Source: an optimization exercise on an open RTL-to-GDS flow (aim: small area). Production flows keep margins and buffers that such runs may drop. RTL that was checked went through simulation tests only; none was proved equivalent to the original. For runs 3 and 4, only the layout was checked, not whether the RTL still works. Power figures rest on the tool's default switching activity, not on a simulated workload.

File: flow/standard.sh
#!/bin/bash
# synth_recipe.tcl (not shown) runs the flow's synth.tcl, then flattens the netlist and writes it again
# the make line also repeats each setting of config.mk as NAME=value (left out here)
make -C /OpenROAD-flow-scripts/flow DESIGN_CONFIG=/design/flow/config.mk WORK_HOME=/design/flow/orfs CLKGATE_MAP_FILE= SYNTH_SCRIPT=/design/flow/synth_recipe.tcl "${@:-finish}"
File: flow/config.mk
export PLATFORM = sky130hd
export DESIGN_NAME = pcodec
export DESIGN_NICKNAME = pcodec
export VERILOG_FILES = /design/flow/design.v
export SDC_FILE = /design/flow/constraint.sdc
export NUM_CORES = 4
export LEC_CHECK = 0
export ABC_AREA = 1
export CAP_MARGIN = 20
export CORE_MARGIN = 2
export CORE_UTILIZATION = 40
export SLEW_MARGIN = 20
File: flow/design.v
module pcodec (
  input  wire        clk,
  input  wire        rst,
  input  wire        start,
  input  wire [7:0]  op,
  input  wire [19:0] a_len,
  input  wire [19:0] out_cap,
  output wire        busy,
  output wire        done,
  output wire        fatal,
  output wire [3:0]  err,
  output wire [19:0] err_off,
  output wire [19:0] out_len,
  output wire        in_re,
  output wire [19:0] in_addr,
  input  wire [7:0]  in_rdata,
  output wire        out_we,
  output wire [19:0] out_addr,
  output reg  [7:0]  out_wdata
);
  localparam integer G  = 2;           
  localparam integer P  = 20 / G;      
  localparam integer BD = 8 / G;       
  localparam [4:0]   PL = P - 1;
  localparam [4:0] S_IDLE = 5'd0,  S_DONE = 5'd1,
                   C_INIT = 5'd2,  C_SC   = 5'd3,  C_EW   = 5'd4,  C_RA   = 5'd5,
                   C_RB   = 5'd6,  C_CD   = 5'd7,  C_HC   = 5'd8,  C_SB   = 5'd9,
                   C_OPN  = 5'd10, C_SW   = 5'd11,
                   D_INIT = 5'd12, D_SECT = 5'd13, D_H0   = 5'd14, D_H1   = 5'd15,
                   D_H2   = 5'd16, D_H3   = 5'd17, D_DC   = 5'd18, D_I0   = 5'd19,
                   D_I1   = 5'd20, D_I2   = 5'd21, D_I3   = 5'd22, D_I4   = 5'd23,
                   D_EM   = 5'd24, D_ERR  = 5'd25;
  localparam [1:0] M_SPLIT = 2'd0, M_END = 2'd1, M_CODE = 2'd2;
  function [G-1:0] dig;
    input [19:0] k;
    input [4:0]  p;
    begin
      dig = k >> (p * G);
    end
  endfunction
  reg [4:0]  st;
  reg [4:0]  ph;
  reg [19:0] N, CAP, RP, OP, HD, RC;
  reg        ob;           
  reg [7:0]  B, D;
  reg [2:0]  idx;
  reg [1:0]  mode;
  reg [3:0]  errc;
  reg [1:0]  errk;
  reg        wp, dopen, brkf, bad, stype, strad, canc, rcs, czf, fail;
  reg        rp_cy, op_cy, hd_cy, rc_cy;
  reg        ca_cy, ca_hz, ca_d0, ca_d1;
  reg        cb_cy, cb_nz;
  reg        dl_c1, dl_c2, k_lt, k_eq;
  wire p0    = (ph == 5'd0);
  wire p1    = (ph == 5'd1);
  wire plast = (ph == PL);
  wire idle  = (st == S_IDLE) | (st == S_DONE);
  wire go    = idle & start;
  assign busy = ~idle;
  assign done = (st == S_DONE);
  wire olt = cb_cy & ~ob & cb_nz;                 
  wire ee  = ca_cy & ~ca_hz & ~ca_d0 & ~ca_d1;    
  wire rc_hz   = ~|RC[15:4];
  wire rc_z    = rc_hz & (RC[3:0] == 4'd0);
  wire rc_one  = rc_hz & (RC[3:0] == 4'd1);
  wire rc_lt11 = rc_hz & (RC[3:0] < 4'd11);
  wire rc_lt12 = rc_hz & (RC[3:0] < 4'd12);
  wire rc_max  = &RC[15:0];
  wire       cmode = (st == C_SC);
  wire [7:0] ax    = cmode ? in_rdata : B;
  wire [7:0] ay    = cmode ? ~D : D;
  wire [7:0] sum   = ax + ay + {7'd0, cmode};
  wire       mm    = (sum != B);
  wire       brk   = mm | rc_max;
  wire cat_new  = rc_z;
  wire cat_sec  = rc_one;
  wire cat_run  = ~rc_z & ~rc_one;
  wire cat_cb   = cat_run & brk & ~rc_lt12;       
  wire cat_lb   = cat_run & brk & rc_lt12;        
  wire cat_m    = cat_run & ~brk;                 
  wire wp_sc    = cat_new | cat_sec | cat_lb | (cat_m & rc_lt11);
  wire [G-1:0] rcd = RC[2*G-1:G];                 
  reg         rp_clr, rp_ci;
  reg [G-1:0] rp_k;
  always @(*) begin
    rp_clr = 1'b0; rp_k = {G{1'b0}}; rp_ci = 1'b0;
    case (st)
      C_INIT, D_INIT: rp_clr = 1'b1;
      C_SC, C_SB, D_H0, D_H1, D_H2, D_I1, D_I4: rp_ci = 1'b1;
      C_RA: begin rp_k = ~rcd; rp_ci = ~brkf; end
      C_RB: rp_k = rcd;
      D_DC: rp_ci = ~ee;
      D_I0: rp_k = dig(20'h00002, ph);
      D_I2: rp_k = dig(20'hFFFFE, ph);
      D_I3: begin rp_k = dig(20'h00002, ph); rp_ci = 1'b1; end
      default: ;
    endcase
  end
  wire         rp_c = p0 ? rp_ci : rp_cy;
  wire [G:0]   rp_t = {1'b0, RP[G-1:0]} + {1'b0, rp_k} + {{G{1'b0}}, rp_c};
  wire [G-1:0] rp_nd = rp_clr ? {G{1'b0}} : rp_t[G-1:0];
  reg         op_clr, op_rp, op_hd, op_ci, op_ext;
  reg [G-1:0] op_k;
  always @(*) begin
    op_clr = 1'b0; op_rp = 1'b0; op_hd = 1'b0; op_k = {G{1'b0}}; op_ci = 1'b0; op_ext = 1'b0;
    case (st)
      C_INIT, D_INIT: op_clr = 1'b1;
      C_SC: begin
        if (wp) op_ci = 1'b1;
        else if (!dopen) begin op_ci = 1'b1; op_k = dig(20'h00002, ph); end
      end
      C_CD: begin
        if (idx == 3'd7 && dopen) op_hd = 1'b1;
        else op_ci = 1'b1;
      end
      C_EW, C_SW: op_hd = 1'b1;
      D_EM: op_ci = 1'b1;
      C_SB: begin op_ci = 1'b1; op_k = dig(20'h00002, ph); end
      C_HC: begin
        if (idx != 3'd2) op_ci = 1'b1;
        else begin
          op_hd = 1'b1;
          if (mode == M_SPLIT) begin op_ci = 1'b1; op_k = dig(20'h00002, ph); end
        end
      end
      C_RB: begin
        op_ext = 1'b1;
        op_k = (strad | canc) ? dig(20'hFFFF2, ph) : dig(20'hFFFF5, ph);
      end
      D_DC: op_ci = wp;
      D_ERR: begin
        op_rp = 1'b1;
        case (errk)
          2'd1: op_k = dig(20'hFFFFF, ph);
          2'd2: op_k = dig(20'hFFFFE, ph);
          default: op_k = dig(20'hFFFFD, ph);
        endcase
      end
      default: ;
    endcase
  end
  wire [G-1:0] op_b = op_rp ? RP[G-1:0] : op_hd ? HD[G-1:0] : OP[G-1:0];
  wire         op_c = p0 ? op_ci : op_cy;
  wire [G:0]   op_t = {1'b0, op_b} + {1'b0, op_k} + {{G{1'b0}}, op_c};
  wire [G-1:0] op_nd = op_clr ? {G{1'b0}} : op_t[G-1:0];
  wire         op_co = op_t[G];
  reg         hd_op, hd_rp, hd_ci;
  reg [G-1:0] hd_k;
  always @(*) begin
    hd_op = 1'b0; hd_rp = 1'b0; hd_k = {G{1'b0}}; hd_ci = 1'b0;
    case (st)
      C_SC: hd_op = ~dopen;
      C_SB, C_SW: hd_op = 1'b1;
      C_OPN: begin hd_op = 1'b1; hd_ci = 1'b1; hd_k = dig(20'h00002, ph); end
      C_EW: begin hd_op = 1'b1; hd_ci = 1'b1; end
      C_CD: if (idx == 3'd7 && dopen) begin hd_op = 1'b1; hd_ci = 1'b1; end
      C_RB: hd_k = strad ? dig(20'hEFFFE, ph) : {G{1'b0}};
      D_H3: begin
        hd_rp = 1'b1;
        hd_k  = (ph < BD) ? B[G-1:0] : (ph < 2*BD) ? D[G-1:0] : {G{1'b0}};
      end
      default: ;
    endcase
  end
  wire [G-1:0] hd_b = hd_rp ? RP[G-1:0] : hd_op ? OP[G-1:0] : HD[G-1:0];
  wire         hd_c = p0 ? hd_ci : hd_cy;
  wire [G:0]   hd_t = {1'b0, hd_b} + {1'b0, hd_k} + {{G{1'b0}}, hd_c};
  wire [G-1:0] hd_nd = hd_t[G-1:0];
  wire         hd_co = hd_t[G];
  reg         rc_ci, rc_set, rc_ld, rc_dec;
  reg [G-1:0] rc_ldd;
  always @(*) begin
    rc_ci = 1'b0; rc_set = 1'b0; rc_ld = 1'b0; rc_dec = 1'b0; rc_ldd = {G{1'b0}};
    case (st)
      C_INIT, C_SB: rc_ld = 1'b1;
      C_SC: begin
        if (p1) begin
          if (cat_new | cat_lb) rc_set = 1'b1;
          else if (cat_sec | cat_m) rc_ci = 1'b1;
        end else if (rcs) rc_ld = 1'b1;
      end
      D_I2: begin rc_ld = 1'b1; rc_ldd = (ph >= 5'd1 && ph <= BD) ? B[G-1:0] : {G{1'b0}}; end
      D_I3: begin
        rc_ld = 1'b1;
        rc_ldd = (ph >= 5'd1 && ph <= BD) ? RC[G-1:0] :
                 (ph >= BD + 1 && ph <= 2*BD) ? D[G-1:0] : {G{1'b0}};
      end
      D_EM: rc_dec = 1'b1;
      default: ;
    endcase
  end
  wire         rc_c = p1 ? rc_ci : rc_cy;
  wire [G:0]   rc_t = {1'b0, RC[G-1:0]} + {1'b0, {G{rc_dec}}} + {{G{1'b0}}, rc_c};
  wire         rc_hi = (ph > 16 / G) | p0;           
  wire [G-1:0] rc_nd = rc_hi  ? {G{1'b0}} :
                       rc_set ? {{(G-1){1'b0}}, 1'b1} :
                       rc_ld  ? rc_ldd : rc_t[G-1:0];
  wire         ca_selN = (st < D_SECT) | (st == D_SECT) | (st == D_H0);
  wire [G-1:0] ca_x = ca_selN ? N[G-1:0] : hd_nd;
  wire         ca_c = p0 ? 1'b1 : ca_cy;
  wire [G:0]   ca_t = {1'b0, ca_x} + {1'b0, ~rp_nd} + {{G{1'b0}}, ca_c};
  wire [G-1:0] ca_d = ca_t[G-1:0];
  wire         ca_co = ca_t[G];
  wire         ca_dz = p0 ? ((G > 2) ? |(ca_d >> 2) : 1'b0) : |ca_d;
  wire ca_neg_f = ~ca_co;
  wire ca_hz_f  = ca_hz | ca_dz;
  wire eq0_f    = ~ca_neg_f & ~ca_hz_f & ~ca_d0 & ~ca_d1;
  wire lt2_f    = ca_neg_f | (~ca_hz_f & ~ca_d1);
  wire lt3_f    = ca_neg_f | (~ca_hz_f & ~(ca_d0 & ca_d1));
  wire         cb_h3 = (st == D_H3);
  wire [G-1:0] cb_x = cb_h3 ? N[G-1:0] : CAP[G-1:0];
  wire [G-1:0] cb_y = cb_h3 ? hd_nd : op_nd;
  wire         cb_c = p0 ? 1'b1 : cb_cy;
  wire [G:0]   cb_t = {1'b0, cb_x} + {1'b0, ~cb_y} + {{G{1'b0}}, cb_c};
  wire         cb_co = cb_t[G];
  wire         cb_dz = |cb_t[G-1:0];
  wire ob_nx  = op_clr ? 1'b0 : (ob ^ op_ext ^ op_co);
  wire cb_y20 = cb_h3 ? hd_co : ob_nx;
  wire gt_f   = ~cb_co | cb_y20;
  wire ole_f  = ~gt_f;
  wire         hcm   = (st == C_HC);
  wire [G-1:0] dl_av = hcm ? HD[G-1:0] : op_nd;
  wire [G-1:0] dl_bv = hcm ? OP[G-1:0] : HD[G-1:0];
  wire [G-1:0] dl_kd = (hcm && mode == M_CODE) ? dig(20'hFFFF4, ph) : dig(20'hFFFFC, ph);
  wire         dl_a  = p0 ? 1'b1 : dl_c1;
  wire [G:0]   dl_t1 = {1'b0, dl_av} + {1'b0, ~dl_bv} + {{G{1'b0}}, dl_a};
  wire         dl_b  = p0 ? 1'b1 : dl_c2;
  wire [G:0]   dl_t2 = {1'b0, dl_t1[G-1:0]} + {1'b0, dl_kd} + {{G{1'b0}}, dl_b};
  wire [G-1:0] dl_d  = dl_t2[G-1:0];
  wire [G-1:0] kcd   = (st == C_RA) ? dig(20'h0000B, ph) : dig(20'h0FFFF, ph);
  wire         klt_in = p0 ? 1'b0 : k_lt;
  wire         keq_in = p0 ? 1'b1 : k_eq;
  wire         klt_nx = (dl_d < kcd) | ((dl_d == kcd) & klt_in);
  wire         keq_nx = keq_in & (dl_d == kcd);
  wire offv = ~errc[3] & (errc[2] | (errc[1] & errc[0])) & ~(errc[2] & errc[1] & errc[0]);
  assign fatal    = done & (|errc);
  assign err      = errc & {4{done}};
  assign err_off  = OP & {20{done & offv}};
  assign out_len  = OP & {20{done & ~(|errc)}};
  assign in_addr  = RP;
  assign out_addr = OP;
  assign in_re    = p0 & ((st == C_SC) | (st == C_RB) | (st == C_SB) |
                          (st == D_H0) | (st == D_H1) | (st == D_H2) |
                          (st == D_I0) | (st == D_I1) | (st == D_I2) |
                          (st == D_I3) | (st == D_I4) | ((st == D_DC) & ~ee));
  reg wr_en;
  always @(*) begin
    case (st)
      C_SC, D_DC: wr_en = wp;
      C_EW, C_CD, C_HC, D_EM: wr_en = 1'b1;
      default: wr_en = 1'b0;
    endcase
  end
  assign out_we = p0 & wr_en & olt;
  always @(*) begin
    case (st)
      C_SC, C_EW: out_wdata = D;
      C_CD: begin
        case (idx)
          3'd0: out_wdata = 8'h01;
          3'd1: out_wdata = 8'h05;
          3'd4: out_wdata = D;
          3'd5: out_wdata = RC[G+7:G];
          3'd6: out_wdata = RC[G+15:G+8];
          3'd7: out_wdata = B;
          default: out_wdata = 8'h00;
        endcase
      end
      C_HC: begin
        case (idx)
          3'd1: out_wdata = B | {8{mode == M_SPLIT}};
          3'd2: out_wdata = D | {8{mode == M_SPLIT}};
          default: out_wdata = 8'h00;
        endcase
      end
      default: out_wdata = B;
    endcase
  end
  wire hc0sh = hcm & (idx == 3'd0) & (mode != M_SPLIT);
  wire [G-1:0] sh_in = dl_d;
  always @(posedge clk) begin
    N   <= go ? a_len   : {N[G-1:0], N[19:G]};
    CAP <= go ? out_cap : {CAP[G-1:0], CAP[19:G]};
    RP  <= {rp_nd, RP[19:G]};
    HD  <= {hd_nd, HD[19:G]};
    RC  <= {rc_nd, RC[19:G]};
    if (!idle) OP <= {op_nd, OP[19:G]};
    rp_cy <= rp_t[G];
    op_cy <= op_co;
    hd_cy <= hd_co;
    rc_cy <= rc_t[G];
    ca_cy <= ca_co;
    ca_hz <= p0 ? ca_dz : ca_hz_f;
    if (p0) begin ca_d0 <= ca_d[0]; ca_d1 <= ca_d[1]; end
    cb_cy <= cb_co;
    cb_nz <= p0 ? cb_dz : (cb_nz | cb_dz);
    dl_c1 <= dl_t1[G];
    dl_c2 <= dl_t2[G];
    k_lt  <= klt_nx;
    k_eq  <= keq_nx;
    if (plast && !idle) ob <= ob_nx;
    ph <= (go | plast) ? 5'd0 : ph + 5'd1;
    case (st)
      C_SC: if (p1) begin
              D <= in_rdata;
              if (cat_sec) B <= sum;
            end
      C_RB, C_SB, D_H2, D_I2, D_I4: if (p1) D <= in_rdata;
      D_H1, D_I1, D_I3: if (p1) B <= in_rdata;
      D_DC: if (p1 && wp) B <= in_rdata;
      D_EM: if (p1) B <= sum;
      default: ;
    endcase
    if (((st == D_H3) && ph < BD) || ((st == D_I2) && ph >= 5'd1 && ph <= BD) ||
        (hc0sh && ph < BD))
      B <= {sh_in, B[7:G]};
    if (((st == D_H3) && ph >= BD && ph < 2*BD) || ((st == D_I3) && ph >= BD + 1 && ph <= 2*BD) ||
        (hc0sh && ph >= BD && ph < 2*BD))
      D <= {sh_in, D[7:G]};
    if (p0) fail <= wr_en & ~olt;
    if (st == C_SC && p1) begin
      wp   <= wp_sc;
      rcs  <= cat_new | cat_lb;
      brkf <= cat_cb;
    end
    if (st == D_DC && p0) wp <= ~ee;
    if (st == D_H0 && p1) begin
      bad   <= (in_rdata > 8'd1);
      stype <= in_rdata[0];
    end
    if (st == D_I0 && p1) bad <= (in_rdata != 8'd0);
    if ((st == D_I4 || st == D_EM) && p1) czf <= (st == D_I4) ? rc_z : rc_one;
    if (rst) begin
      st <= S_IDLE;
      errc <= 4'd0;
    end else if (idle) begin
      if (start) begin
        if (op == 8'h01) begin st <= C_INIT; errc <= 4'd0; end
        else if (op == 8'h02) begin st <= D_INIT; errc <= 4'd0; end
        else begin st <= S_DONE; errc <= 4'd8; end
      end
    end else if (plast) begin
      case (st)
        C_INIT: begin
          wp <= 1'b0; dopen <= 1'b0;
          st <= eq0_f ? C_OPN : C_SC;
        end
        C_OPN: begin
          st <= C_HC; idx <= 3'd0; mode <= M_END;
        end
        C_SC: begin
          dopen <= 1'b1;
          if (brkf) st <= C_RA;
          else if (eq0_f) begin
            if (!wp) st <= C_RA;
            else if (dopen & keq_nx) st <= C_SW;
            else st <= C_EW;
          end else if (wp & dopen & keq_nx)
            st <= C_SW;
        end
        C_SW: begin
          st <= C_HC; idx <= 3'd0; mode <= M_SPLIT;
        end
        C_EW: begin
          st <= C_HC; idx <= 3'd0; mode <= M_END;
        end
        C_RA: begin
          strad <= klt_nx;
          canc  <= keq_nx;
          st <= C_RB;
        end
        C_RB: begin
          dopen <= ~canc;
          st <= C_CD; idx <= 3'd0;
        end
        C_CD: begin
          idx <= idx + 3'd1;
          if (fail) begin st <= S_DONE; errc <= 4'd7; end
          else if (idx == 3'd7) begin
            if (dopen) begin st <= C_HC; idx <= 3'd0; mode <= M_CODE; end
            else if (eq0_f) st <= S_DONE;
            else st <= C_SB;
          end
        end
        C_HC: begin
          idx <= idx + 3'd1;
          if (idx == 3'd2) begin
            case (mode)
              M_SPLIT: st <= eq0_f ? C_EW : C_SC;
              M_END: begin
                dopen <= 1'b0;
                st <= S_DONE;
                if (!ole_f) errc <= 4'd7;
              end
              default: begin
                dopen <= 1'b0;
                st <= eq0_f ? S_DONE : C_SB;
              end
            endcase
          end
        end
        C_SB: begin
          wp <= 1'b1; dopen <= 1'b1;
          st <= eq0_f ? C_EW : C_SC;
        end
        D_INIT, D_SECT: st <= eq0_f ? S_DONE : D_H0;
        D_H0: begin
          if (lt2_f) begin st <= D_ERR; errc <= 4'd5; errk <= 2'd1; end
          else if (bad) begin st <= D_ERR; errc <= 4'd3; errk <= 2'd1; end
          else st <= D_H1;
        end
        D_H1: st <= D_H2;
        D_H2: st <= D_H3;
        D_H3: begin
          wp <= 1'b0;
          if (gt_f) begin st <= D_ERR; errc <= 4'd5; errk <= 2'd3; end
          else if (eq0_f) st <= D_SECT;
          else st <= stype ? D_I0 : D_DC;
        end
        D_DC: begin
          if (fail) begin st <= S_DONE; errc <= 4'd7; end
          else if (!wp) st <= D_SECT;
        end
        D_I0: begin
          if (bad) begin st <= D_ERR; errc <= 4'd4; errk <= 2'd2; end
          else if (lt3_f) begin st <= D_ERR; errc <= 4'd6; errk <= 2'd2; end
          else st <= D_I1;
        end
        D_I1: st <= D_I2;
        D_I2: st <= D_I3;
        D_I3: st <= D_I4;
        D_I4: begin
          if (czf) st <= eq0_f ? D_SECT : D_I0;
          else st <= D_EM;
        end
        D_EM: begin
          if (fail) begin st <= S_DONE; errc <= 4'd7; end
          else if (czf) st <= eq0_f ? D_SECT : D_I0;
        end
        D_ERR: st <= S_DONE;
        default: st <= S_IDLE;
      endcase
    end
  end
endmodule
File: flow/flow/run.sh
#!/bin/bash
set -euo pipefail
export BUFFER_PORTS_ARGS="-buffer_cell sky130_fd_sc_hd__buf_1"
bash standard.sh finish > standard_flow.log 2>&1
File: flow/constraint.sdc
create_clock -name core_clock -period 10.0 [get_ports {clk}]
set_input_delay 2.0000 -clock core_clock [delete_from_list [all_inputs] [get_ports {clk}]]
set_output_delay 2.0000 -clock core_clock [all_outputs]
set_load 0.01 [all_outputs]
==> impl_metrics.json, run 1 <==
{
  "overflow": 0,
  "cts_buffer_depth": 2,
  "use_met1_pct": 32.9,
  "synth_edf_count": 55,
  "die_h_um": 157,
  "grt_use_met2_pct": 34.8,
  "post_cts_buffers": 0,
  "synth_top_area_cell": "dfxtp_1",
  "yosysSeqAreaShare_pct": 44.6,
  "required_ps": 10360,
  "dieArea_um2": 24700,
  "final_area_um2": 10900,
  "crit_path_frequent_cell": "inv_1",
  "hpwl_um": 22000,
  "vias": 8863,
  "detail-route-antenna-nets": 0,
  "diodes": 0,
  "rows": 56,
  "avgSynthCellArea_um2": 7.71,
  "maxSlewHeadroom_pct": 43.4,
  "cp-end-kind": "flip-flop",
  "clkSinkCount": 182,
  "cts_resized": 0,
  "ios": 156,
  "async_flop_share_pct": 0,
  "finalMaxSlewViolations": 0,
  "power_leakage_nw": 4.87,
  "wl_per_cell_um": 17.0,
  "finalCritPeriodShare_pct": 67.3,
  "path_class": "reg -> reg",
  "p_int_w": 0.00137,
  "critical_path_arrival_ps": 7090,
  "synth_area_um2": 9390,
  "ys_types": 59,
  "synthTopCellsByArea": "dfxtp_1, edfxtp_1, nand2_1",
  "nets": 1460,
  "core_area_um2": 23300,
  "drive_above_1_share_pct": 6.08,
  "worst_clock_skew_ps": 13.9,
  "powerDensity_nw_per_um2": 186,
  "port_buffers": 155,
  "finalSetupTns_ps": 0,
  "slowest_stage": "nor2_1",
  "ys_ff_latch": 182,
  "dp_cells": 1668,
  "synth_cells": 1218,
  "grt_most_used_layer": "met2",
  "seqPwrFrac_pct": 46.7,
  "pwr-share-clk_pct": 34.7,
  "drt-initial-drc-count": 853,
  "grt_pass1_vias": 8023,
  "rsz0062_at_grt": "no",
  "syn-num-nets": 1310,
  "hold_class": "reg -> reg",
  "use_met3_pct": 5.20,
  "grt_pass1_wl_um": 44100,
  "yosys.area.top_type_share_pct": 27.1,
  "area_growth_pct": 16.2,
  "cts-root-buf": "clkbuf_16",
  "critPathLaunchType": "flip-flop",
  "synth_flop_cell": "dfxtp_1",
  "p_comb_share_pct": 18.6,
  "switching_share_pct": 32.6,
  "placed_cell_area_um2": 10300,
  "wl_um": 28800,
  "drtPass1Iterations": 6,
  "htreeDepth": 4,
  "slowest_delay_ps": 590,
  "numCtsBuffers": 17,
  "clock_latency_ps": 440,
  "cts_hold_buf": 0,
  "gp_congestion": 1.01,
  "track_usage_pct": 23.2,
  "antenna_found_initial": 0,
  "switchingPower_w": 0.000661,
  "tightest_slew_ps": 843,
  "setup_viol": 0,
  "maxCapViolations": 0,
  "vias_per_cell": 5.21,
  "worst-path-buf-inv": 7,
  "cp_max_fo": 14,
  "final_hold_viol_count": 0,
  "yosys_warnings": 1,
  "outcome": "no timing/DRC/antenna violations",
  "fin_cells": 1700,
  "start_util_pct": 40.4,
  "die_w_um": 157,
  "period_minus_slack_ps": 6730,
  "critPathTopFamily": "adder cells",
  "cts_tree": "yes",
  "drc_errors": 0,
  "grt_max_degree": 42,
  "max_freq_mhz": 149,
  "clk_pin_slew_ps": 80,
  "fill_cells": 2399,
  "ir_drop_uv": 150
}
## final timing paths
check / from / end / slack (ps) / depth (start not counted)
worst min-delay path: HD[17] / HD[15] / 330 / 0
worst max register to register: st[1] / st[4] / 3270 / 28
worst max-delay path: st[1] / st[4] / 3270 / 28
worst min register to register: HD[17] / HD[15] / 330 / 0
## power groups by stage
stage / clock [W] / sequential, W / combinational (W)
finish: 0.000702 / 0.000947 / 0.000377
global route: 0.000742 / 0.000961 / 0.000434
CTS: 0.000713 / 0.000950 / 0.000374
detailed placement: 0 / 0.000965 / 0.000372
global placement: 0 / 0.000963 / 0.000364
floorplan: 0 / 0.000968 / 0.000228
## routing by layer
metal	wire, µm	part of all wire, %	up-vias
li1	-	-	4293
met1	12800	44	4099
met2	12700	44	411
met5	0	0	-
met3	2480	8.6	60
met4	878	3.0	0
## cells in the final DEF, fill, tap and decap left out, types with 5 or more instances in the layout
cell	instances
a211oi_1	10
a21oi_1	51
a31oi_1	5
buf_1	155
buf_4	5
clkbuf_16	17
clkinv_8	5
dfxtp_1	127
edfxtp_1	55
fa_1	17
ha_1	16
inv_1	166
inv_2	9
nand2_1	301
nand2_2	8
nand3_1	45
nand3_2	6
nand4_1	16
nor2_1	144
nor2_2	9
nor3_1	9
nor4_1	14
o2111ai_1	9
o211ai_1	11
o21ai_0	86
o221ai_1	5
o22ai_1	9
or2_2	5
xor2_1	10
## per-stage QoR
stage	hold slack, ps	setup slack (ps)	util [%]	total power (W)
floorplan	310	4740	-	0.00120
global placement	311	3610	44.2	0.00133
detailed placement	312	3420	44.2	0.00134
CTS	329	3410	46.9	0.00204
global route	334	2550	46.9	0.00214
finish	326	3270	46.9	0.00203
## kinds of logic (layout without fill, tap and decap cells)
group / after synthesis / count (layout) / share of synthesized area [%]
compound gates: 213 / 213 / 13.5
xor+xnor: 15 / 15 / 1.62
flops: 182 / 182 / 44.6
simple gates: 567 / 567 / 25.9
mux: 1 / 1 / 0.107
buf+inv: 207 / 370 / 8.48
fa+ha+maj: 33 / 33 / 5.75
## sequential cells by signal, indices dropped and copies added, names as in the netlist, 2 cells and up
| register | flops |
|---|---|
| OP | 20 |
| B | 8 |
| idx | 3 |
| errk | 2 |
| RP | 20 |
| mode | 2 |
| ph | 5 |
| errc | 4 |
| N | 20 |
| RC | 20 |
| D | 8 |
| HD | 20 |
| st | 5 |
| CAP | 20 |
## area by class of cell
type	instances	area, µm²	area share [%]
clock inverters	15	201	1.85
multi-input cells	829	4400	40.3
well taps	319	399	3.66
inverters	178	672	6.16
clock buffers	17	425	3.90
flip-flops and latches	182	4190	38.4
repair buffers	160	619	5.67
## cell usage after synthesis (all sizes together) (2+ instances only)
| cell type | n |
|---|---|
| xor2 | 11 |
| nor4 | 14 |
| a221oi | 4 |
| inv | 176 |
| buf | 9 |
| clkbuf | 20 |
| o2111ai | 9 |
| ha | 16 |
| a211oi | 10 |
| edfxtp | 55 |
| nand3b | 2 |
| o211ai | 11 |
| o21a | 2 |
| a31oi | 5 |
| o21ai | 91 |
| o22ai | 9 |
| a41oi | 3 |
| fa | 17 |
| clkinv | 2 |
| dfxtp | 127 |
| nand4 | 18 |
| nor3 | 10 |
| a21oi | 53 |
| o221ai | 5 |
| nand2 | 309 |
| xnor2 | 3 |
| or2 | 7 |
| nand3 | 51 |
| nor2 | 154 |
| o311ai | 3 |
| o31ai | 3 |
==> run 2: changes to the inputs <==
==> flow/run.sh (new file) <==
#!/bin/bash
# synth_recipe.tcl (not shown) runs the flow's synth.tcl, then flattens the netlist and writes it again
# the make line also repeats each setting of config.mk as NAME=value (left out here)
make -C /OpenROAD-flow-scripts/flow DESIGN_CONFIG=/design/flow/config.mk WORK_HOME=/design/flow/orfs CLKGATE_MAP_FILE= SYNTH_SCRIPT=/design/flow/synth_recipe.tcl finish
removed: flow/flow/run.sh
removed: flow/standard.sh
==> run 2 against run 1 <==
Still clean on timing, DRC and antenna. Worst setup slack got worse by 26 ps. Wire length rose by 5.0%. Clock skew rose by 2.9 ps. Cell count barely moved. Power rose by 4.2%. Cell area rose by 8.7%. Fmax fell by 0.38%.
==> impl_metrics.json, run 2 <==
{
  "syn-num-nets": 1310,
  "final_hold_viol_count": 0,
  "numCtsBuffers": 17,
  "hold_class": "reg -> reg",
  "path_class": "reg -> reg",
  "detail-route-antenna-nets": 0,
  "synth_area_um2": 9390,
  "outcome": "no timing/DRC/antenna violations",
  "drtPass1Iterations": 6,
  "clkSinkCount": 182,
  "post_cts_buffers": 0,
  "required_ps": 10300,
  "htreeDepth": 4,
  "critPathTopFamily": "adder cells",
  "start_util_pct": 40.4,
  "placed_cell_area_um2": 11200,
  "track_usage_pct": 24.4,
  "final_area_um2": 11900,
  "hpwl_um": 23300,
  "die_w_um": 157,
  "yosysSeqAreaShare_pct": 44.6,
  "wl_per_cell_um": 17.8,
  "post-synth-top-count-cell": "nand2_1",
  "die_h_um": 157,
  "holdPathStages": 0,
  "rsz0062_at_grt": "no",
  "synth_flop_cell": "dfxtp_1",
  "finalCritPeriodShare_pct": 67.6,
  "port_buffers": 155,
  "switchingPower_w": 0.000672,
  "synth_edf_count": 55,
  "drive_above_1_share_pct": 6.01,
  "critPathLaunchType": "flip-flop",
  "nets": 1459,
  "final_common_cell": "nand2_1",
  "wl_um": 30300,
  "cts_tree": "yes",
  "p_comb_share_pct": 21.9,
  "cp_max_fo": 14,
  "pwr-share-clk_pct": 33.2,
  "finalMaxSlewViolations": 0,
  "critical_path_arrival_ps": 7050,
  "max_freq_mhz": 148,
  "vias_per_cell": 5.22,
  "grt_pass1_wl_um": 46000,
  "drt-initial-drc-count": 866,
  "cts_resized": 0,
  "finalSetupTns_ps": 0,
  "async_flop_share_pct": 0,
  "cts_buffer_depth": 2,
  "crit_cells": 30,
  "final_cell_mix": "nand2_1, inv_1, clkdlybuf4s50_1",
  "clk_pin_slew_ps": 80,
  "area_growth_pct": 26.3,
  "dieArea_um2": 24700,
  "grt_max_degree": 43,
  "diodes": 0,
  "ios": 156,
  "maxCapViolations": 0,
  "maxSlewHeadroom_pct": 33.0,
  "period_minus_slack_ps": 6760,
  "gp_congestion": 0.946,
  "slowest_stage": "nor2_1",
  "cp-end-kind": "flip-flop",
  "p_int_w": 0.00144,
  "yosys_warnings": 1,
  "seqPwrFrac_pct": 44.9,
  "grt_pass1_vias": 8211,
  "rows": 56,
  "synth_top_area_cell": "dfxtp_1",
  "synth_cells": 1218,
  "synthTopCellsByArea": "dfxtp_1, edfxtp_1, nand2_1",
  "worst_clock_skew_ps": 16.7,
  "cts_hold_buf": 0,
  "power_leakage_nw": 5.27,
  "fin_util_pct": 51.0,
  "antenna_found_initial": 0,
  "worst-path-buf-inv": 7,
  "ys_types": 59,
  "cts-root-buf": "clkbuf_16",
  "reg2regPathDepth": 30,
  "core_area_um2": 23300,
  "crit_path_frequent_cell": "inv_1",
  "clock_latency_ps": 430,
  "drc_errors": 0,
  "tightest_slew_ps": 996,
  "ir_drop_uv": 154,
  "ys_ff_latch": 182,
  "yosys.area.top_type_share_pct": 27.1,
  "avgSynthCellArea_um2": 7.71,
  "switching_share_pct": 31.8,
  "slowest_delay_ps": 590,
  "powerDensity_nw_per_um2": 178,
  "overflow": 0,
  "setup_viol": 0,
  "netlist_top_cells_count": "nand2_1, inv_1, nor2_1, dfxtp_1, o21ai_0",
  "vias": 8864
}
[run 2: cell count changes in the layout (fill, tap and decap cells not counted)]
cell	change
clkdlybuf4s50_1	+155
clkinv_4	+2
buf_4	-1
clkinvlp_4	-2
clkinv_8	-1
inv_12	-1
buf_1	-155
inv_8	+2
[run 2: area by class of cell]
cell class,count,area (µm²)
fillers,2341,11400
well taps,319,399
repair buffers,159,1580
clock inverters,15,194
inverters,178,672
flip-flops and latches,182,4190
multi-input cells,829,4400
clock buffers,17,425
[run 2: path summary, 6_finish.rpt]
check | from | to | slack, ps
worst min register to register | HD[15] | HD[13] | 330
worst max register to register | st[1] | st[3] | 3240
worst max-delay path | st[1] | st[3] | 3240
worst min-delay path | HD[15] | HD[13] | 330
[run 2: power by group through the flow]
| stage | sequential, W | clock (W) | combinational (W) |
|---|---|---|---|
| detailed placement | 0.000966 | 0 | 0.000455 |
| floorplan | 0.000968 | 0 | 0.000228 |
| global placement | 0.000963 | 0 | 0.000451 |
| CTS | 0.000950 | 0.000715 | 0.000459 |
| global route | 0.000961 | 0.000744 | 0.000512 |
| finish | 0.000948 | 0.000701 | 0.000462 |
[run 2: routing by layer]
| layer | global-route usage, % | part of all wire [%] | vias up |
|---|---|---|---|
| li1 | - | - | 4296 |
| met4 | 8.18 | 2.8 | 0 |
| met3 | 6.42 | 9.0 | 69 |
| met5 | 0 | 0 | - |
| met1 | 34.2 | 44 | 4066 |
| met2 | 36.6 | 44 | 433 |
[run 2: logic make-up after synthesis]
logic type	count (synthesis)	share of synthesized area [%]
and+or+nand+nor	567	25.9
AOI/OAI and AO/OA	213	13.5
buffers and inverters	207	8.48
DFF	182	44.6
adders and majority gates	33	5.75
xor gates and xnor gates	15	1.62
muxes	1	0.107
[run 2: through the flow]
step	total power (W)	worst slack [ps]	hold slack (ps)	instances
after global routing	0.00222	2610	339	1699
final	0.00211	3240	329	1699
after global placement	0.00141	3500	311	1667
after floorplan	0.00120	4740	310	1218
after detailed placement	0.00142	3390	312	1667
after CTS	0.00212	3360	325	1699
[run 2: worst register-to-register path: cells and delay by family, from the launching register on]
kind | cells | cell delay [ps]
AOI/OAI and AO/OA | 8 | 1370
and+or+nand+nor | 10 | 1650
DFF | 1 | 390
buffers and inverters | 7 | 970
adders and majority gates | 5 | 2260
==> run 3: changes to the inputs <==
--- a/flow/design.v
+++ b/flow/design.v
@@ -23,3 +23,4 @@
   localparam integer BD = 8 / G;       
-  localparam [4:0]   PL = P - 1;
+  localparam integer PW = (P > 8) ? 4 : (P > 4) ? 3 : 2;
+  localparam [PW-1:0] PL = P - 1;
   localparam [4:0] S_IDLE = 5'd0,  S_DONE = 5'd1,
@@ -35,3 +36,3 @@
     input [19:0] k;
-    input [4:0]  p;
+    input [PW-1:0] p;
     begin
@@ -41,3 +42,3 @@
   reg [4:0]  st;
-  reg [4:0]  ph;
+  reg [PW-1:0] ph;
   reg [19:0] N, CAP, RP, OP, HD, RC;
@@ -48,4 +49,3 @@
   reg [3:0]  errc;
-  reg [1:0]  errk;
-  reg        wp, dopen, brkf, bad, stype, strad, canc, rcs, czf, fail;
+  reg        wp, dopen, brkf, bad, stype, strad, canc, rcs, czf;
   reg        rp_cy, op_cy, hd_cy, rc_cy;
@@ -54,4 +54,4 @@
   reg        dl_c1, dl_c2, k_lt, k_eq;
-  wire p0    = (ph == 5'd0);
-  wire p1    = (ph == 5'd1);
+  wire p0    = (ph == 0);
+  wire p1    = (ph == 1);
   wire plast = (ph == PL);
@@ -133,7 +133,3 @@
         op_rp = 1'b1;
-        case (errk)
-          2'd1: op_k = dig(20'hFFFFF, ph);
-          2'd2: op_k = dig(20'hFFFFE, ph);
-          default: op_k = dig(20'hFFFFD, ph);
-        endcase
+        op_k = (errc[2] & ~errc[0]) ? dig(20'hFFFFE, ph) : dig(20'hFFFFD, ph);
       end
@@ -182,6 +178,6 @@
       end
-      D_I2: begin rc_ld = 1'b1; rc_ldd = (ph >= 5'd1 && ph <= BD) ? B[G-1:0] : {G{1'b0}}; end
+      D_I2: begin rc_ld = 1'b1; rc_ldd = (ph >= 1 && ph <= BD) ? B[G-1:0] : {G{1'b0}}; end
       D_I3: begin
         rc_ld = 1'b1;
-        rc_ldd = (ph >= 5'd1 && ph <= BD) ? RC[G-1:0] :
+        rc_ldd = (ph >= 1 && ph <= BD) ? RC[G-1:0] :
                  (ph >= BD + 1 && ph <= 2*BD) ? D[G-1:0] : {G{1'b0}};
@@ -243,3 +239,3 @@
   assign in_re    = p0 & ((st == C_SC) | (st == C_RB) | (st == C_SB) |
-                          (st == D_H0) | (st == D_H1) | (st == D_H2) |
+                          (st == D_H0) | (((st == D_H1) | (st == D_H2)) & ~(|errc)) |
                           (st == D_I0) | (st == D_I1) | (st == D_I2) |
@@ -302,3 +298,3 @@
     if (plast && !idle) ob <= ob_nx;
-    ph <= (go | plast) ? 5'd0 : ph + 5'd1;
+    ph <= (go | plast) ? {PW{1'b0}} : ph + 1'b1;
     case (st)
@@ -314,3 +310,3 @@
     endcase
-    if (((st == D_H3) && ph < BD) || ((st == D_I2) && ph >= 5'd1 && ph <= BD) ||
+    if (((st == D_H3) && ph < BD) || ((st == D_I2) && ph >= 1 && ph <= BD) ||
         (hc0sh && ph < BD))
@@ -320,3 +316,2 @@
       D <= {sh_in, D[7:G]};
-    if (p0) fail <= wr_en & ~olt;
     if (st == C_SC && p1) begin
@@ -342,2 +337,5 @@
       end
+    end else if (p0 && wr_en && !olt && ((st == C_CD) || (st == D_DC) || (st == D_EM))) begin
+      st <= S_DONE;
+      errc <= 4'd7;
     end else if (plast) begin
@@ -378,4 +376,3 @@
           idx <= idx + 3'd1;
-          if (fail) begin st <= S_DONE; errc <= 4'd7; end
-          else if (idx == 3'd7) begin
+          if (idx == 3'd7) begin
             if (dopen) begin st <= C_HC; idx <= 3'd0; mode <= M_CODE; end
@@ -408,11 +405,11 @@
         D_H0: begin
-          if (lt2_f) begin st <= D_ERR; errc <= 4'd5; errk <= 2'd1; end
-          else if (bad) begin st <= D_ERR; errc <= 4'd3; errk <= 2'd1; end
-          else st <= D_H1;
+          if (lt2_f) errc <= 4'd5;
+          else if (bad) errc <= 4'd3;
+          st <= D_H1;
         end
         D_H1: st <= D_H2;
-        D_H2: st <= D_H3;
+        D_H2: st <= (|errc) ? D_ERR : D_H3;
         D_H3: begin
           wp <= 1'b0;
-          if (gt_f) begin st <= D_ERR; errc <= 4'd5; errk <= 2'd3; end
+          if (gt_f) begin st <= D_ERR; errc <= 4'd5; end
           else if (eq0_f) st <= D_SECT;
@@ -421,8 +418,7 @@
         D_DC: begin
-          if (fail) begin st <= S_DONE; errc <= 4'd7; end
-          else if (!wp) st <= D_SECT;
+          if (!wp) st <= D_SECT;
         end
         D_I0: begin
-          if (bad) begin st <= D_ERR; errc <= 4'd4; errk <= 2'd2; end
-          else if (lt3_f) begin st <= D_ERR; errc <= 4'd6; errk <= 2'd2; end
+          if (bad) begin st <= D_ERR; errc <= 4'd4; end
+          else if (lt3_f) begin st <= D_ERR; errc <= 4'd6; end
           else st <= D_I1;
@@ -437,4 +433,3 @@
         D_EM: begin
-          if (fail) begin st <= S_DONE; errc <= 4'd7; end
-          else if (czf) st <= eq0_f ? D_SECT : D_I0;
+          if (czf) st <= eq0_f ? D_SECT : D_I0;
         end
==> flow/flow/run.sh (new file) <==
#!/bin/bash
set -euo pipefail
export BUFFER_PORTS_ARGS="-buffer_cell sky130_fd_sc_hd__buf_1"
export CTS_ARGS="-sink_clustering_enable -repair_clock_nets -dont_use_dummy_load -buf_list {sky130_fd_sc_hd__clkbuf_2 sky130_fd_sc_hd__clkbuf_4 sky130_fd_sc_hd__clkbuf_8}"
bash standard.sh finish > standard_flow.log 2>&1
==> flow/standard.sh (new file) <==
#!/bin/bash
# synth_recipe.tcl (not shown) runs the flow's synth.tcl, then flattens the netlist and writes it again
# the make line also repeats each setting of config.mk as NAME=value (left out here)
make -C /OpenROAD-flow-scripts/flow DESIGN_CONFIG=/design/flow/config.mk WORK_HOME=/design/flow/orfs CLKGATE_MAP_FILE= SYNTH_SCRIPT=/design/flow/synth_recipe.tcl "${@:-finish}"
removed: flow/run.sh
==> run 3 against run 2 <==
Highest routed layer unchanged. Register-to-register slack better by 280 ps. First-iteration DRC count down 15%. Largest power group is now combinational logic. Clock power shrank 46%. Synthesized area fell by 2.7%. Global-route usage is 1.6 points lower. Critical path depth shrank 3. Hold slack lost 19 ps. Sequential share of layout area rose by 4.5 points. Core utilization shrank 5.5 points. Sequential power up about 40%.
==> impl_metrics.json, run 3 <==
{
  "core_area_um2": 22500,
  "synth_top_area_cell": "dfxtp_1",
  "dieArea_um2": 24100,
  "hold_class": "reg -> reg",
  "wl_um": 27300,
  "rsz0062_at_grt": "no",
  "max_freq_mhz": 154,
  "rows": 55,
  "diodes": 0,
  "grt_pass1_vias": 7811,
  "cts_hold_buf": 0,
  "power_leakage_nw": 4.58,
  "finalSetupTns_ps": 0,
  "cts-root-buf": "clkbuf_8",
  "dp_cells": 1614,
  "post-synth-top-count-cell": "nand2_1",
  "synth_top_family_by_area": "simple AND/OR/NAND/NOR gates",
  "period_minus_slack_ps": 6470,
  "netlist_top_cells_count": "nand2_1, inv_1, nor2_1, dfxtp_1, o21ai_0",
  "gp_congestion": 0.957,
  "pre_cts_ws_ps": 3760,
  "synth_flop_cell": "dfxtp_1",
  "syn-num-nets": 1286,
  "ir_drop_uv": 201,
  "tightest_slew_ps": 901,
  "path_class": "reg -> reg",
  "worst_clock_skew_ps": 44.7,
  "final_cell_mix": "nand2_1, inv_1, buf_1",
  "synthAdderAreaFrac_pct": 6.05,
  "clkSinkCount": 178,
  "clock_latency_ps": 460,
  "ys_types": 58,
  "synth_compound_gate_area_share_pct": 13.6,
  "powerDensity_nw_per_um2": 385,
  "cts_resized": 0,
  "fill_cells": 2306,
  "synthTopCellsByArea": "dfxtp_1, edfxtp_1, nand2_1",
  "fin_util_pct": 45.6,
  "yosys_warnings": 1,
  "critical_path_arrival_ps": 6820,
  "yosys.area.top_type_share_pct": 27.6,
  "synth_xor_area_share_pct": 1.67,
  "vias_per_cell": 5.22,
  "async_flop_share_pct": 0,
  "wl_per_cell_um": 16.8,
  "cp_max_fo": 18,
  "start_util_pct": 40.6,
  "drc_errors": 0,
  "die_w_um": 155,
  "setup_viol": 0,
  "avgSynthCellArea_um2": 7.66,
  "finalCritPeriodShare_pct": 64.7,
  "synth-simple-area-share_pct": 25.3,
  "numCtsBuffers": 17,
  "yosysSeqAreaShare_pct": 44.7,
  "fin_cells": 1631,
  "vias": 8516,
  "critPathLaunchType": "flip-flop",
  "cts_tree": "yes",
  "cp-end-kind": "flip-flop",
  "ys_ff_latch": 178,
  "synth_area_um2": 9140,
  "ios": 156,
  "final_hold_viol_count": 0,
  "drt-initial-drc-count": 740,
  "area_growth_pct": 12.2,
  "hpwl_um": 21300,
  "nets": 1441,
  "synth_edf_count": 52,
  "detail-route-antenna-nets": 0,
  "outcome": "no timing/DRC/antenna violations",
  "clk_pin_slew_ps": 100,
  "drive_above_1_share_pct": 4.53,
  "post_cts_buffers": 0,
  "antenna_found_initial": 0,
  "grt_pass1_wl_um": 42700,
  "maxSlewHeadroom_pct": 39.3,
  "drtPass1Iterations": 6,
  "cts_buffer_depth": 2,
  "hold_slack_ps": 310,
  "synth_cells": 1193,
  "required_ps": 10340,
  "overflow": 0,
  "finalMaxSlewViolations": 0,
  "final_common_cell": "nand2_1",
  "htreeDepth": 4,
  "grt_max_degree": 43,
  "synth.area.mux_share_pct": 0.110,
  "track_usage_pct": 22.8,
  "port_buffers": 155,
  "maxCapViolations": 0,
  "worst_slack_ps": 3530,
  "die_h_um": 155
}
run 3: worst max-delay path, stage by stage, from the launching register on:
cell and delay (ps):
dfxtp_1 400, nor2_1 240, nand3_1 150, nor2_2 690, nand2_1 210, o2111ai_1 260
nand2_1 90, o211ai_1 100, o21ai_0 170, fa_1 470, nor2_1 190, o21ai_0 170
fa_1 580, inv_1 50, fa_1 400, fa_1 460, ha_1 310, nand2_1 70
a21oi_1 280, nand2_1 120, nor2_1 160, nor4_1 80, o311ai_1 250, nand2_1 200
inv_2 130, nand2_1 60, nand2_1 50, nor2_1 40
run 3: cells by family after synthesis:
group,Yosys count
simple gates,554
compound gates,207
buf+inv,204
flops,178
fa+ha+maj,34
xor+xnor,15
mux,1
run 3: area by class of cell:
class	count	area, µm²	area share [%]
clock buffer	17	234	2.28
multi-input combinational	811	4280	41.7
tap	285	357	3.48
sequential	178	4080	39.8
inverter	178	668	6.52
timing repair buffer	162	634	6.19
run 3: metal layers:
metal	GRT usage (%)	share of wire, %	vias to the layer above
li1	-	-	4196
met5	0	0	-
met1	32.0	46	3874
met3	5.96	8.6	63
met2	33.2	42	383
met4	9.96	3.4	0
run 3: power breakdown:
part | leakage (nW) | internal [W] | switching, W | total, W
clock | 0.122 | 0.000151 | 0.000231 | 0.000382
sequential | 1.54 | 0.00114 | 0.000186 | 0.00133
combinational | 2.92 | 0.000711 | 0.00153 | 0.00224
run 3: stage by stage:
stage / area (µm²) / power [W]
6_report: 10300 / 0.00395
3_3_place_gp: 10000 / 0.00355
2_1_floorplan: 9140 / 0.00286
3_5_place_dp: 10000 / 0.00358
5_1_grt: 10300 / 0.00435
4_1_cts: 10300 / 0.00397
run 3: worst paths after layout:
kind                            slack (ps)  depth (start not counted)  endpoint    from
worst max-delay path                  3530                         27     st[4]   st[1]
worst min-delay path                   310                          0    HD[13]  HD[15]
worst min register to register         310                          0    HD[13]  HD[15]
worst max register to register        3530                         27     st[4]   st[1]
==> run 4: changes to the inputs <==
--- a/flow/design.v
+++ b/flow/design.v
@@ -69,7 +69,7 @@
   wire rc_max  = &RC[15:0];
-  wire       cmode = (st == C_SC);
-  wire [7:0] ax    = cmode ? in_rdata : B;
-  wire [7:0] ay    = cmode ? ~D : D;
-  wire [7:0] sum   = ax + ay + {7'd0, cmode};
-  wire       mm    = (sum != B);
+  wire       sec   = (st == C_SC) & rc_one;
+  wire [7:0] ax    = sec ? in_rdata : D;
+  wire [7:0] ay    = B ^ {8{sec}};
+  wire [7:0] sum   = ax + ay + {7'd0, sec};
+  wire       mm    = (sum != in_rdata);
   wire       brk   = mm | rc_max;
@@ -178,3 +178,3 @@
       end
-      D_I2: begin rc_ld = 1'b1; rc_ldd = (ph >= 1 && ph <= BD) ? B[G-1:0] : {G{1'b0}}; end
+      D_I2: begin rc_ld = 1'b1; rc_ldd = (ph >= 1 && ph <= BD) ? D[G-1:0] : {G{1'b0}}; end
       D_I3: begin
@@ -182,3 +182,3 @@
         rc_ldd = (ph >= 1 && ph <= BD) ? RC[G-1:0] :
-                 (ph >= BD + 1 && ph <= 2*BD) ? D[G-1:0] : {G{1'b0}};
+                 (ph >= BD + 1 && ph <= 2*BD) ? B[G-1:0] : {G{1'b0}};
       end
@@ -251,28 +251,17 @@
   assign out_we = p0 & wr_en & olt;
-  always @(*) begin
-    case (st)
-      C_SC, C_EW: out_wdata = D;
-      C_CD: begin
-        case (idx)
-          3'd0: out_wdata = 8'h01;
-          3'd1: out_wdata = 8'h05;
-          3'd4: out_wdata = D;
-          3'd5: out_wdata = RC[G+7:G];
-          3'd6: out_wdata = RC[G+15:G+8];
-          3'd7: out_wdata = B;
-          default: out_wdata = 8'h00;
-        endcase
-      end
-      C_HC: begin
-        case (idx)
-          3'd1: out_wdata = B | {8{mode == M_SPLIT}};
-          3'd2: out_wdata = D | {8{mode == M_SPLIT}};
-          default: out_wdata = 8'h00;
-        endcase
-      end
-      default: out_wdata = B;
-    endcase
+  wire wd_cd  = (st == C_CD);
+  wire wd_hc  = (st == C_HC);
+  wire wd_cst = (wd_cd & ~idx[2]) | (wd_hc & ((idx == 3'd0) | (mode == M_SPLIT)));
+  wire wd_b   = (wd_cd & (idx == 3'd7)) | (wd_hc & (idx == 3'd2));
+  wire wd_ff  = wd_hc & (idx != 3'd0);
+  wire wd_one = wd_cd & (idx[2:1] == 2'd0);
+  wire wd_five = wd_cd & (idx == 3'd1);
+  wire [7:0] wd_k = {{5{wd_ff}}, wd_ff | wd_five, wd_ff, wd_ff | wd_one};
+  always @(*) begin
+    if (wd_cst) out_wdata = wd_k;
+    else if (wd_b) out_wdata = B;
+    else out_wdata = D;
   end
   wire hc0sh = hcm & (idx == 3'd0) & (mode != M_SPLIT);
-  wire [G-1:0] sh_in = dl_d;
+  wire [G-1:0] sh_in = (st == C_CD) ? RC[G-1:0] : dl_d;
   always @(posedge clk) begin
@@ -302,15 +291,18 @@
               D <= in_rdata;
+              if (cat_new | cat_lb) B <= in_rdata;
               if (cat_sec) B <= sum;
             end
-      C_RB, C_SB, D_H2, D_I2, D_I4: if (p1) D <= in_rdata;
-      D_H1, D_I1, D_I3: if (p1) B <= in_rdata;
-      D_DC: if (p1 && wp) B <= in_rdata;
-      D_EM: if (p1) B <= sum;
+      C_RB, C_SB, D_H2, D_I1, D_I3: if (p1) D <= in_rdata;
+      D_H1, D_I2, D_I4: if (p1) B <= in_rdata;
+      D_DC: if (p1 && wp) D <= in_rdata;
+      D_EM: if (p1) D <= sum;
       default: ;
     endcase
-    if (((st == D_H3) && ph < BD) || ((st == D_I2) && ph >= 1 && ph <= BD) ||
-        (hc0sh && ph < BD))
-      B <= {sh_in, B[7:G]};
-    if (((st == D_H3) && ph >= BD && ph < 2*BD) || ((st == D_I3) && ph >= BD + 1 && ph <= 2*BD) ||
+    if (((st == D_H3) && ph < BD) || ((st == D_I3) && ph >= BD + 1 && ph <= 2*BD) ||
         (hc0sh && ph >= BD && ph < 2*BD))
+      B <= {sh_in, B[7:G]};
+    if (((st == D_H3) && ph >= BD && ph < 2*BD) || ((st == D_I2) && ph >= 1 && ph <= BD) ||
+        (hc0sh && ph < BD) ||
+        ((st == C_CD) && (((idx == 3'd4) && ph >= 1 && ph <= BD) ||
+                          ((idx == 3'd5) && ph >= BD + 1 && ph <= 2*BD))))
       D <= {sh_in, D[7:G]};
==> flow/flow/run.sh (replaced) <==
#!/bin/bash
set -euo pipefail
export BUFFER_PORTS_ARGS="-buffer_cell sky130_fd_sc_hd__buf_1"
export CTS_ARGS="-sink_clustering_enable -repair_clock_nets -dont_use_dummy_load -sink_clustering_size 16 -buf_list {sky130_fd_sc_hd__clkbuf_4 sky130_fd_sc_hd__clkbuf_8}"
bash standard.sh finish > standard_flow.log 2>&1
==> run 4 against run 3 <==
Clock-buffer cell count did not move. Clock skew down 20 ps. Clock power decreased by 1%. Core utilization is 0.35 points higher. Register-to-register slack better by 180 ps. Wire length fell by 4.0%. Flip-flop and latch count unchanged. Largest power group unchanged.
==> impl_metrics.json, run 4 <==
{
  "outcome": "no timing/DRC/antenna violations",
  "start_util_pct": 40.8,
  "detail-route-antenna-nets": 0,
  "drt-initial-drc-count": 717,
  "post_cts_buffers": 0,
  "grt_pass1_vias": 7994,
  "overflow": 0,
  "finalCritPeriodShare_pct": 63.0,
  "core_area_um2": 21800,
  "path_class": "reg -> reg",
  "drc_errors": 0,
  "final_area_um2": 10000,
  "placed_cell_area_um2": 9790,
  "cts-root-buf": "clkbuf_8",
  "fin_util_pct": 45.9,
  "max_freq_mhz": 159,
  "diodes": 0,
  "cp-end-kind": "flip-flop",
  "yosys.area.top_type_share_pct": 28.4,
  "cts_hold_buf": 0,
  "cts_tree": "yes",
  "period_minus_slack_ps": 6300,
  "synth_edf_count": 52,
  "synth_area_um2": 8900,
  "hold_slack_ps": 308,
  "critical_path_arrival_ps": 6640,
  "track_usage_pct": 22.9,
  "cts_resized": 0,
  "final_hold_viol_count": 0,
  "avgSynthCellArea_um2": 7.72,
  "clock_latency_ps": 460,
  "vias": 8173,
  "synth_flop_cell": "dfxtp_1",
  "rows": 54,
  "drtPass1Iterations": 5,
  "required_ps": 10350,
  "fill_cells": 2236,
  "nets": 1404,
  "ys_ff_latch": 178,
  "clk_pin_slew_ps": 90,
  "numCtsBuffers": 17,
  "yosysSeqAreaShare_pct": 45.9,
  "die_h_um": 153,
  "finalMaxSlewViolations": 0,
  "async_flop_share_pct": 0,
  "cp_max_fo": 11,
  "netlist_top_cells_count": "nand2_1, nor2_1, inv_1, dfxtp_1, o21ai_0",
  "tightest_slew_ps": 993,
  "power_w": 0.00336,
  "dieArea_um2": 23500,
  "drive_above_1_share_pct": 3.97,
  "synthTopCellsByArea": "dfxtp_1, edfxtp_1, nand2_1",
  "rsz0062_at_grt": "no",
  "clkSinkCount": 178,
  "grt_pass1_wl_um": 42700,
  "yosys_warnings": 1,
  "powerDensity_nw_per_um2": 336,
  "syn-num-nets": 1246,
  "finalSetupTns_ps": 0,
  "synth_top_area_cell": "dfxtp_1",
  "final_cell_mix": "nand2_1, nor2_1, buf_1",
  "grt_max_degree": 43,
  "worst_clock_skew_ps": 24.3,
  "die_w_um": 153,
  "area_growth_pct": 12.6,
  "setup_viol": 0,
  "wl_per_cell_um": 16.5,
  "cts_buffer_depth": 2,
  "antenna_found_initial": 0,
  "wl_um": 26200,
  "hpwl_um": 20600,
  "maxCapViolations": 0,
  "ys_types": 55,
  "port_buffers": 155,
  "final_common_cell": "nand2_1",
  "htreeDepth": 4,
  "ir_drop_uv": 202,
  "gp_congestion": 0.999,
  "power_leakage_nw": 4.40,
  "reg2reg_slack_ps": 3700,
  "ios": 156,
  "maxSlewHeadroom_pct": 33.1,
  "post-synth-top-count-cell": "nand2_1",
  "critPathLaunchType": "flip-flop",
  "vias_per_cell": 5.14,
  "synth_cells": 1153,
  "hold_class": "reg -> reg"
}
run 4: changes by cell type in the layout (fill, tap and decap cells not counted), sizes merged, moves of 5 or more:
cell,change
o22ai,-11
o21ai,-9
nor2,+18
o2111ai,-7
nand2,-29
inv,-21
a21oi,+16
o211ai,+5
run 4: area by class of cell:
cell class,instances,area [µm²],area share [%]
clock buffers,17,234,2.34
multi-input cells,793,4120,41.2
flip-flops and latches,178,4080,40.8
inverters,160,601,5.99
repair buffers,161,627,6.26
well taps,280,350,3.50
run 4: cells by family (layout without fill, tap and decap cells):
family / after synthesis / in the layout / share of synthesized area, %
compound gates: 198 / 198 / 13.0
xor+xnor: 13 / 13 / 1.28
fa+ha+maj: 34 / 34 / 6.22
buf+inv: 182 / 338 / 7.78
flops: 178 / 178 / 45.9
simple gates: 548 / 548 / 25.9
run 4: through the flow:
step / instances / setup slack [ps]
final: 1589 / 3700
after global routing: 1589 / 3000
after CTS: 1589 / 3730
after detailed placement: 1572 / 3770
after global placement: 1572 / 3710
after floorplan: 1153 / 4860
run 4: critical path, cell delays in order, from the launching register on:
cell and delay (ps):
dfxtp_1 550, inv_2 200, nand3_4 160, inv_1 60
nand2_1 280, inv_2 180, o21ai_0 270, nand2_1 110
o32ai_1 430, fa_1 500, nor2_1 200, nand2_1 70
o21ai_0 120, fa_1 470, fa_1 420, fa_1 480
ha_1 320, nand2_1 100, nor2_1 80, nand2_1 100
nor2_1 70, nor4_1 240, nor3_1 90, o21ai_2 350
a21oi_1 110, a221oi_1 250
run 4: path summary, 6_finish.rpt:
| kind | cells past startpoint | to | start |
|---|---|---|---|
| max reg2reg | 25 | st[2] | st[4] |
| min reg2reg | 0 | RC[17] | RC[19] |
| max | 25 | st[2] | st[4] |
| min | 0 | RC[17] | RC[19] |
run 4: routing by layer:
layer | track usage [%] | wire length, µm | vias up
li1 | - | - | 4054
met1 | 32.6 | 12300 | 3738
met2 | 35.0 | 11500 | 345
met3 | 4.28 | 1900 | 36
met4 | 7.89 | 556 | 0
met5 | 0 | 0 | -
run 4: where the power goes:
part	switching (W)	total, W	internal [W]
combinational	0.00115	0.00170	0.000549
sequential	0.000176	0.00129	0.00111
clock	0.000226	0.000377	0.000151
==> run 5: changes to the inputs <==
--- a/flow/design.v
+++ b/flow/design.v
@@ -49,3 +49,6 @@
   reg [3:0]  errc;
-  reg        wp, dopen, brkf, bad, stype, strad, canc, rcs, czf;
+  reg        wp, dopen, canc;
+  reg        f1;    
+  reg        f2;    
+  reg        f3;    
   reg        rp_cy, op_cy, hd_cy, rc_cy;
@@ -90,3 +93,3 @@
       C_SC, C_SB, D_H0, D_H1, D_H2, D_I1, D_I4: rp_ci = 1'b1;
-      C_RA: begin rp_k = ~rcd; rp_ci = ~brkf; end
+      C_RA: begin rp_k = ~rcd; rp_ci = ~f1; end
       C_RB: rp_k = rcd;
@@ -128,3 +131,3 @@
         op_ext = 1'b1;
-        op_k = (strad | canc) ? dig(20'hFFFF2, ph) : dig(20'hFFFF5, ph);
+        op_k = (f2 | canc) ? dig(20'hFFFF2, ph) : dig(20'hFFFF5, ph);
       end
@@ -153,3 +156,3 @@
       C_CD: if (idx == 3'd7 && dopen) begin hd_op = 1'b1; hd_ci = 1'b1; end
-      C_RB: hd_k = strad ? dig(20'hEFFFE, ph) : {G{1'b0}};
+      C_RB: hd_k = f2 ? dig(20'hEFFFE, ph) : {G{1'b0}};
       D_H3: begin
@@ -176,3 +179,3 @@
           else if (cat_sec | cat_m) rc_ci = 1'b1;
-        end else if (rcs) rc_ld = 1'b1;
+        end else if (f3) rc_ld = 1'b1;
       end
@@ -310,4 +313,4 @@
       wp   <= wp_sc;
-      rcs  <= cat_new | cat_lb;
-      brkf <= cat_cb;
+      f3  <= cat_new | cat_lb;
+      f1 <= cat_cb;
     end
@@ -315,7 +318,7 @@
     if (st == D_H0 && p1) begin
-      bad   <= (in_rdata > 8'd1);
-      stype <= in_rdata[0];
+      f1   <= (in_rdata > 8'd1);
+      f2 <= in_rdata[0];
     end
-    if (st == D_I0 && p1) bad <= (in_rdata != 8'd0);
-    if ((st == D_I4 || st == D_EM) && p1) czf <= (st == D_I4) ? rc_z : rc_one;
+    if (st == D_I0 && p1) f1 <= (in_rdata != 8'd0);
+    if ((st == D_I4 || st == D_EM) && p1) f3 <= (st == D_I4) ? rc_z : rc_one;
     if (rst) begin
@@ -343,3 +346,3 @@
           dopen <= 1'b1;
-          if (brkf) st <= C_RA;
+          if (f1) st <= C_RA;
           else if (eq0_f) begin
@@ -358,3 +361,3 @@
         C_RA: begin
-          strad <= klt_nx;
+          f2 <= klt_nx;
           canc  <= keq_nx;
@@ -398,3 +401,3 @@
           if (lt2_f) errc <= 4'd5;
-          else if (bad) errc <= 4'd3;
+          else if (f1) errc <= 4'd3;
           st <= D_H1;
@@ -407,3 +410,3 @@
           else if (eq0_f) st <= D_SECT;
-          else st <= stype ? D_I0 : D_DC;
+          else st <= f2 ? D_I0 : D_DC;
         end
@@ -413,3 +416,3 @@
         D_I0: begin
-          if (bad) begin st <= D_ERR; errc <= 4'd4; end
+          if (f1) begin st <= D_ERR; errc <= 4'd4; end
           else if (lt3_f) begin st <= D_ERR; errc <= 4'd6; end
@@ -421,3 +424,3 @@
         D_I4: begin
-          if (czf) st <= eq0_f ? D_SECT : D_I0;
+          if (f3) st <= eq0_f ? D_SECT : D_I0;
           else st <= D_EM;
@@ -425,3 +428,3 @@
         D_EM: begin
-          if (czf) st <= eq0_f ? D_SECT : D_I0;
+          if (f3) st <= eq0_f ? D_SECT : D_I0;
         end
==> flow/flow/run.sh (replaced) <==
#!/bin/bash
set -euo pipefail
export BUFFER_PORTS_ARGS="-buffer_cell sky130_fd_sc_hd__buf_1"
export CTS_ARGS="-sink_clustering_enable -repair_clock_nets -dont_use_dummy_load -sink_clustering_size 50 -sink_clustering_max_diameter 200 -buf_list {sky130_fd_sc_hd__clkbuf_16}"
bash standard.sh finish > standard_flow.log 2>&1
==> run 5 against run 4 <==
Wire length rose by 3.3%. Register-to-register slack got worse by 400 ps. First-iteration DRC count fell by 0.14%. Core utilization rose by 0.81 points. Sequential share of layout area fell by 1.7 points. Power rose by 11%. Synthesized area rose by 0.23%. Clock-buffer cell count did not move. Clock skew rose by 2.7 ps. Hold slack improved by 9.2 ps. Via count rose by 1.4%. Largest cell class unchanged.
==> impl_metrics.json, run 5 <==
{
  "synth_cells": 1188,
  "final_cell_mix": "nand2_1, nor2_1, inv_1",
  "synth_flop_cell": "dfxtp_1",
  "finalMaxSlewViolations": 0,
  "track_usage_pct": 23.1,
  "synth_area_um2": 8920,
  "cts_buffer_depth": 2,
  "hp-start": "HD[3]",
  "cp_max_fo": 13,
  "wl_um": 27100,
  "post-synth-top-count-cell": "nand2_1",
  "detail-route-antenna-nets": 0,
  "clock_latency_ps": 440,
  "drt-initial-drc-count": 716,
  "drive_above_1_share_pct": 3.59,
  "die_h_um": 153,
  "drc_errors": 0,
  "htreeDepth": 4,
  "finalCritPeriodShare_pct": 67.0,
  "slowest_delay_ps": 690,
  "tightest_slew_ps": 1070,
  "worst_clock_skew_ps": 27.1,
  "antenna_found_initial": 0,
  "worst-path-buf-inv": 3,
  "ys_types": 52,
  "netlist_top_cells_count": "nand2_1, nor2_1, inv_1, dfxtp_1, o21ai_0",
  "core_area_um2": 21800,
  "cts-root-buf": "clkbuf_16",
  "required_ps": 10340,
  "cts_resized": 0,
  "ys_ff_latch": 175,
  "area_growth_pct": 14.4,
  "hpwl_um": 21000,
  "reg2reg_from": "st[4]",
  "crit_path_frequent_cell": "nand2_1",
  "critPathTopFamily": "simple AND/OR/NAND/NOR gates",
  "rows": 54,
  "period_minus_slack_ps": 6700,
  "synth_top_area_cell": "dfxtp_1",
  "yosysSeqAreaShare_pct": 44.7,
  "max_freq_mhz": 149,
  "port_buffers": 155,
  "drtPass1Iterations": 5,
  "hold_slack_ps": 317,
  "rsz0062_at_grt": "no",
  "powerDensity_nw_per_um2": 366,
  "ir_drop_uv": 205,
  "finalSetupTns_ps": 0,
  "start_util_pct": 40.9,
  "grt_pass1_vias": 7944,
  "diodes": 0,
  "maxCapViolations": 0,
  "critical_path_arrival_ps": 7040,
  "power_leakage_nw": 4.54,
  "ios": 156,
  "power_w": 0.00373,
  "cp-startpoint": "st[4]",
  "post_cts_buffers": 0,
  "gp_congestion": 0.969,
  "grt_max_degree": 44,
  "yosys.area.top_type_share_pct": 28.5,
  "syn-num-nets": 1281,
  "synthTopCellsByArea": "dfxtp_1, edfxtp_1, nand2_1",
  "numCtsBuffers": 17,
  "wl_per_cell_um": 16.7,
  "final_hold_viol_count": 0,
  "die_w_um": 153,
  "dieArea_um2": 23500,
  "vias_per_cell": 5.12,
  "clkSinkCount": 175,
  "cts_tree": "yes",
  "cp-end-kind": "flip-flop",
  "yosys_warnings": 1,
  "cts_hold_buf": 0,
  "slowest_stage": "nor2_1",
  "async_flop_share_pct": 0,
  "overflow": 0,
  "nets": 1433,
  "grt_pass1_wl_um": 42700,
  "path_class": "reg -> reg",
  "synth_edf_count": 48,
  "hold_class": "reg -> reg",
  "clk_pin_slew_ps": 60,
  "vias": 8291,
  "critPathLaunchType": "flip-flop",
  "avgSynthCellArea_um2": 7.51,
  "maxSlewHeadroom_pct": 27.0,
  "final_common_cell": "nand2_1",
  "outcome": "no timing/DRC/antenna violations",
  "setup_viol": 0
}
-- run 5: path summary, 6_finish.rpt --
path	endpoint	slack, ps	depth (start not counted)
max	st[0]	3300	28
min reg2reg	HD[1]	320	0
min	HD[1]	320	0
max reg2reg	st[0]	3300	28
-- run 5: final cells by class --
type	instances	area [µm²]
fillers	2247	11600
multi-input cells	817	4180
flip-flops and latches	175	3980
inverters	169	636
repair buffers	160	619
clock buffers	17	425
well taps	280	350
-- run 5: routing by layer --
metal | routed length (µm) | track usage [%]
met1 | 12700 | 32.6
met2 | 11700 | 34.9
met3 | 2060 | 5.70
met4 | 627 | 7.58
met5 | 0 | 0
-- run 5: per-stage QoR --
step | cell area (µm²) | utilization (%) | worst slack, ps | cells
2_1_floorplan | 8920 | - | 4660 | 1188
3_3_place_gp | 9770 | 44.8 | 3670 | 1601
3_5_place_dp | 9770 | 44.8 | 3420 | 1601
4_1_cts | 10200 | 46.7 | 3410 | 1618
5_1_grt | 10200 | 46.7 | 2810 | 1618
6_report | 10200 | 46.7 | 3300 | 1618
-- run 5: logic make-up after synthesis --
family / share of synthesized area (%)
and+or+nand+nor: 26.2
adders and majority gates: 6.20
AOI/OAI and AO/OA: 12.9
buffers and inverters: 8.42
DFF: 44.7
xor gates and xnor gates: 1.56
-- run 5: worst register-to-register path, delay by kind of cell, from the launching register on --
family | cells | cell delay, ps
and+or+nand+nor | 13 | 2470
adders and majority gates | 5 | 2150
AOI/OAI and AO/OA | 7 | 920
buffers and inverters | 3 | 610
DFF | 1 | 480
-- run 5: where the power goes --
group          switching, W  internal (W)
Combinational       0.00129      0.000615
Sequential         0.000177       0.00110
Clock              0.000246      0.000295

-- re-timing with driven ports --
No port has a modelled driver above. Below, the same layouts with a new extraction and two added sets of constraints. Step 1 assumes that a clkbuf_16 drives the clock port and a buf_2 every other input. Step 2 times the ports against the registers' clock, not the clock port: input delays grow and output delays shrink by t, the midpoint of the rising clock arrivals with the driver on. a / b / c = no drivers / after step 1 / after step 2; a / b = the first two.
run | shift t [ns] | slack for setup (ns) | clock arrival spread, ns | slew at the worst register clock pin (ns) | cell pins on the clock port's net
run 1 | 0.478 | 3.271 / 3.271 / 3.271 | 0.014 / 0.014 | 0.09 / 0.09 | 1
run 2 | 0.474 | 3.245 / 3.245 / 3.245 | 0.016 / 0.017 | 0.09 / 0.09 | 1
run 3 | 0.478 | 3.527 / 3.527 / 3.527 | 0.045 / 0.045 | 0.11 / 0.11 | 1
run 4 | 0.484 | 3.705 / 3.705 / 3.705 | 0.026 / 0.026 | 0.10 / 0.10 | 1
run 5 | 0.473 | 3.301 / 3.301 / 3.301 | 0.028 / 0.028 | 0.08 / 0.08 | 1
After both steps every run listed still meets setup and hold.
